From an optimization exercise on the open Yosys and OpenROAD flow, aimed at small area, a short achievable clock period and few clock cycles; shortcuts taken in it are not production practice.
RTL that was checked went through simulation tests only; none was proved equivalent to the original.
Power and IR drop assume default switching activity.

==> flow/design.v (excerpt) <==
module iec61937_framer (
    input             clk,
    input             rst,
    input             cmd_valid,
    output            cmd_ready,
    input      [7:0]  cmd_op,
    input      [31:0] cmd_arg,
    input      [31:0] cmd_dur,
    input      [31:0] cmd_cap,
    input             au_valid,
    output            au_ready,
    input      [7:0]  au_data,
    output            out_valid,
    input             out_ready,
    output     [7:0]  out_data,
    output            rsp_valid,
    output     [3:0]  rsp_status,
    output     [31:0] rsp_out_len,
    output            rsp_consumed,
    output            mem_we,
    output            mem_re,
    output     [18:0] mem_addr,
    output     [7:0]  mem_wdata,
    input      [7:0]  mem_rdata
);
    localparam [3:0] ST_OK = 4'd0, ST_NULL = 4'd5, ST_DUR = 4'd6, ST_BUF = 4'd7, ST_BAD = 4'd8;
    localparam IDLE = 0, DEC = 1, CADD = 2, CCHK = 3, WR = 4, INTK = 5, PLAN0 = 6,
               FETCH = 7, EV = 8, PEND = 9, HDR = 10, SUB = 11, UPD = 12, RW0 = 13,
               ZC = 14, TERM = 15, PAY = 16, ZERO = 17, ZDONE = 18, FIN = 19, RESP = 20,
               EV0 = 21, PD = 22, PW = 23, EV1 = 24, CADD0 = 25, UPL = 26, ZC0 = 27,
               CCHK0 = 28, PD0 = 29;
    localparam NS = 30;
    function [18:0] inc19(input [18:0] a);
        integer j;
        begin
            for (j = 0; j < 19; j = j + 1)
                inc19[j] = a[j] ^ (&(a | ~((19'd1 << j) - 19'd1)));
        end
    endfunction
    function [18:0] dec19(input [18:0] a);
        integer j;
        begin
            for (j = 0; j < 19; j = j + 1)
  ...
export LEC_CHECK = 0
export CAP_MARGIN = 20
export CORE_MARGIN = 2
export CORE_UTILIZATION = 40
export PLACE_DENSITY = 0.6
export SETUP_SLACK_MARGIN = 5
export SLEW_MARGIN = 20
export TNS_END_PERCENT = 15
create_clock -name core_clock -period 8.0 [get_ports {clk}]
run.sh (not shown) runs the stock make flow with config.mk's settings and CLKGATE_MAP_FILE= SYNTH_SCRIPT=/design/flow/synth_recipe.tcl, a recipe that flattens the netlist after the stock synthesis.
The baseline went through all stages and came out clean.
Testbench counts at the start, summed over its fixed seeds: cycles 3,719,504.
Next try:
- TNS_END_PERCENT: 15 -> 5
After rerunning:
- cell count drops by about 1.2%
- worst hold slack got worse by 7.6 ps
- final area drops by 3.4%
- register-to-register slack got worse by 80 ps
- setup slack got worse by 57 ps
- global-route usage drops by 0.80 points

========
iec61937_framer, a different RTL version from the one above (not shown whole).
For scale: ~2,900 cells after synthesis, roughly 320 flip-flops, roughly 200 I/O pins, about 23,000 um2 of cells after synthesis.
make LEC_CHECK=0 CAP_MARGIN=20 CORE_MARGIN=2 CORE_UTILIZATION=40 PLACE_DENSITY=0.6 SETUP_SLACK_MARGIN=5 SLEW_MARGIN=20 TNS_END_PERCENT=15 finish   # period 8.0 ns
Testbench counts at the start, summed over its fixed seeds: cycles 3,719,591.
Rerun with:
--- a/flow/config.mk
+++ b/flow/config.mk
@@ -10,2 +10,4 @@
 export CORE_UTILIZATION = 40
+export CTS_BUF_LIST = sky130_fd_sc_hd__clkbuf_8
+export CTS_CLUSTER_SIZE = 30
 export PLACE_DENSITY = 0.6
Routed wire length hardly moves; global-route usage hardly moves; power drops by 4.4%; worst setup slack is worse by 120 ps; cell count climbs by 0.99%; utilization drops by 0.54 points; first-iteration DRC count drops by 4.7%; area after synthesis is unchanged.

========
iec61937_framer, a different RTL version from the one above (not shown whole).
Size: roughly 320 flip-flops, ~200 I/O pins, roughly 23000 um2 of cells after synthesis.
Settings: LEC_CHECK=0, CAP_MARGIN=20, CORE_MARGIN=2, CORE_UTILIZATION=40, PLACE_DENSITY=0.6, SETUP_SLACK_MARGIN=5, SLEW_MARGIN=20, TNS_END_PERCENT=40; clock period 8.0 ns.
Then changed:
Settings changed: SETUP_SLACK_MARGIN 5 to 4.4, TNS_END_PERCENT 40 to 15.
The changed run finished clean.
Clock-buffer cell count is unchanged.
Sequential share of layout area went up by 1.9 points.
Sequential power stays flat.
Clock power went down by about 5%.
Non-clock buffer count went down by 82.
Power went down by 11%.
Then changed:
Settings changed: CORE_UTILIZATION 40 to 55, PLACE_DENSITY 0.6 to 0.7.
=> The changed run ran to the end with no violations. Final area fell by 2.6%. Worst setup slack got worse by 42 ps. Critical path depth rose by 7. Routed wire length fell by about 5%. First-iteration DRC count rose by 8.6%. Register-to-register slack got worse by 60 ps. Synthesized area stays the same. Clock skew is about the same. Final cell count fell by about 7%. Power fell by about 3%.
No run of this note included a check of the RTL's function; only the layout flow was run.

========
Another version of the RTL of iec61937_framer (not shown whole).
Size: ~200 I/O pins, about 23000 µm² of cells after synthesis.
==> flow/config.mk <==
export PLATFORM = sky130hd
export DESIGN_NAME = iec61937_framer
export DESIGN_NICKNAME = iec61937_framer
export VERILOG_FILES = /design/flow/design.v
export SDC_FILE = /design/flow/constraint.sdc
export NUM_CORES = 4
export LEC_CHECK = 0
export CAP_MARGIN = 20
export CORE_MARGIN = 2
export CORE_UTILIZATION = 40
export PLACE_DENSITY = 0.6
export SETUP_SLACK_MARGIN = 5
export SLEW_MARGIN = 20
==> flow/constraint.sdc <==
create_clock -name core_clock -period 8.0 [get_ports {clk}]
set_input_delay 1.6000 -clock core_clock [delete_from_list [all_inputs] [get_ports {clk}]]
set_output_delay 1.6000 -clock core_clock [all_outputs]
set_load 0.01 [all_outputs]
The starting point completed with no timing, DRC or antenna violations.
Testbench counts at the start, summed over its fixed seeds: cycles 3,719,236.
Next try:
TNS_END_PERCENT = 15   (was unset)
The changed run completed with no timing, DRC or antenna violations.
Clock power is about the same.
Die area is unchanged.
Power is lower by 5.9%.
Cell area is lower by 4.2%.
First-iteration DRC count is lower by 2.5%.
Flip-flop and latch count stays the same.

========
iec61937_framer, a different RTL version from the one above (not shown whole).
Size in the first run: roughly 2900 cells after synthesis, about 310 flip-flops, ~200 I/O pins, about 23000 µm² of cells after synthesis.
Settings: LEC_CHECK=0, CAP_MARGIN=20, CORE_MARGIN=2, CORE_UTILIZATION=40, PLACE_DENSITY=0.6, SETUP_SLACK_MARGIN=5, SLEW_MARGIN=20, TNS_END_PERCENT=3; clock period 8.0 ns.
Change:
Settings changed: TNS_END_PERCENT 3 to 15.
Result:
- critical path depth increases by 4
- routed wire length increases by 3.4%
- worst hold slack is worse by 0.0061 ns
- sequential share of layout area decreases by 0.32 points
- synthesized cell count is unchanged
- die area does not change
- register-to-register slack is better by 0.03 ns
No run of this note included a check of the RTL's function; only the layout flow was run.

==> re-timing with driven ports <==
The flow's constraints put no driver on any port. The routed layouts listed below were extracted and timed again, unchanged, in two steps. Step 1, drivers: a clkbuf_16 drives clk and a buf_2 each remaining input, both assumed. Step 2, shift: input delay + t, output delay - t, t = (earliest + latest rising clock arrival at the registers) / 2. This alone moves slack from input paths to output paths. Three values: ideal ports, drivers, drivers and shift; two values: the first two.
run	shift t [ns]	setup WS [ns]	hold WS [ns]	clock arrival spread, ns	worst slew at a driven data input, ns
the first run of note 1	0.641	4.629 / 4.563 / 4.178	0.434 / 0.434 / 0.434	0.024 / 0.024	0.04
the second run of note 1	0.635	4.572 / 4.546 / 4.115	0.426 / 0.426 / 0.426	0.023 / 0.023	0.07
the first run of note 2	0.653	4.448 / 4.384 / 3.893	0.441 / 0.441 / 0.441	0.013 / 0.012	0.05
the second run of note 2	0.766	4.324 / 4.263 / 3.985	0.438 / 0.438 / 0.438	0.059 / 0.059	0.06
the first run of note 3	0.645	4.392 / 4.326 / 4.230	0.423 / 0.423 / 0.423	0.025 / 0.025	0.05
the second run of note 3	0.637	4.230 / 4.172 / 3.838	0.416 / 0.416 / 0.416	0.023 / 0.023	0.05
the third run of note 3	0.622	4.189 / 4.189 / 3.846	0.442 / 0.442 / 0.442	0.027 / 0.026	0.04
the first run of note 4	0.633	4.378 / 4.312 / 4.361	0.427 / 0.427 / 0.427	0.032 / 0.031	0.05
the second run of note 4	0.647	4.371 / 4.303 / 4.051	0.434 / 0.434 / 0.434	0.022 / 0.022	0.05
the first run of note 5	0.633	4.303 / 4.303 / 3.848	0.426 / 0.426 / 0.426	0.021 / 0.021	0.04
the second run of note 5	0.627	4.331 / 4.331 / 3.921	0.419 / 0.419 / 0.419	0.015 / 0.015	0.05
After both steps every run listed still meets setup and hold. For the first run of note 2, which loses most, drivers alone change the setup slack by -0.064 ns; drivers and shift together by -0.555 ns.
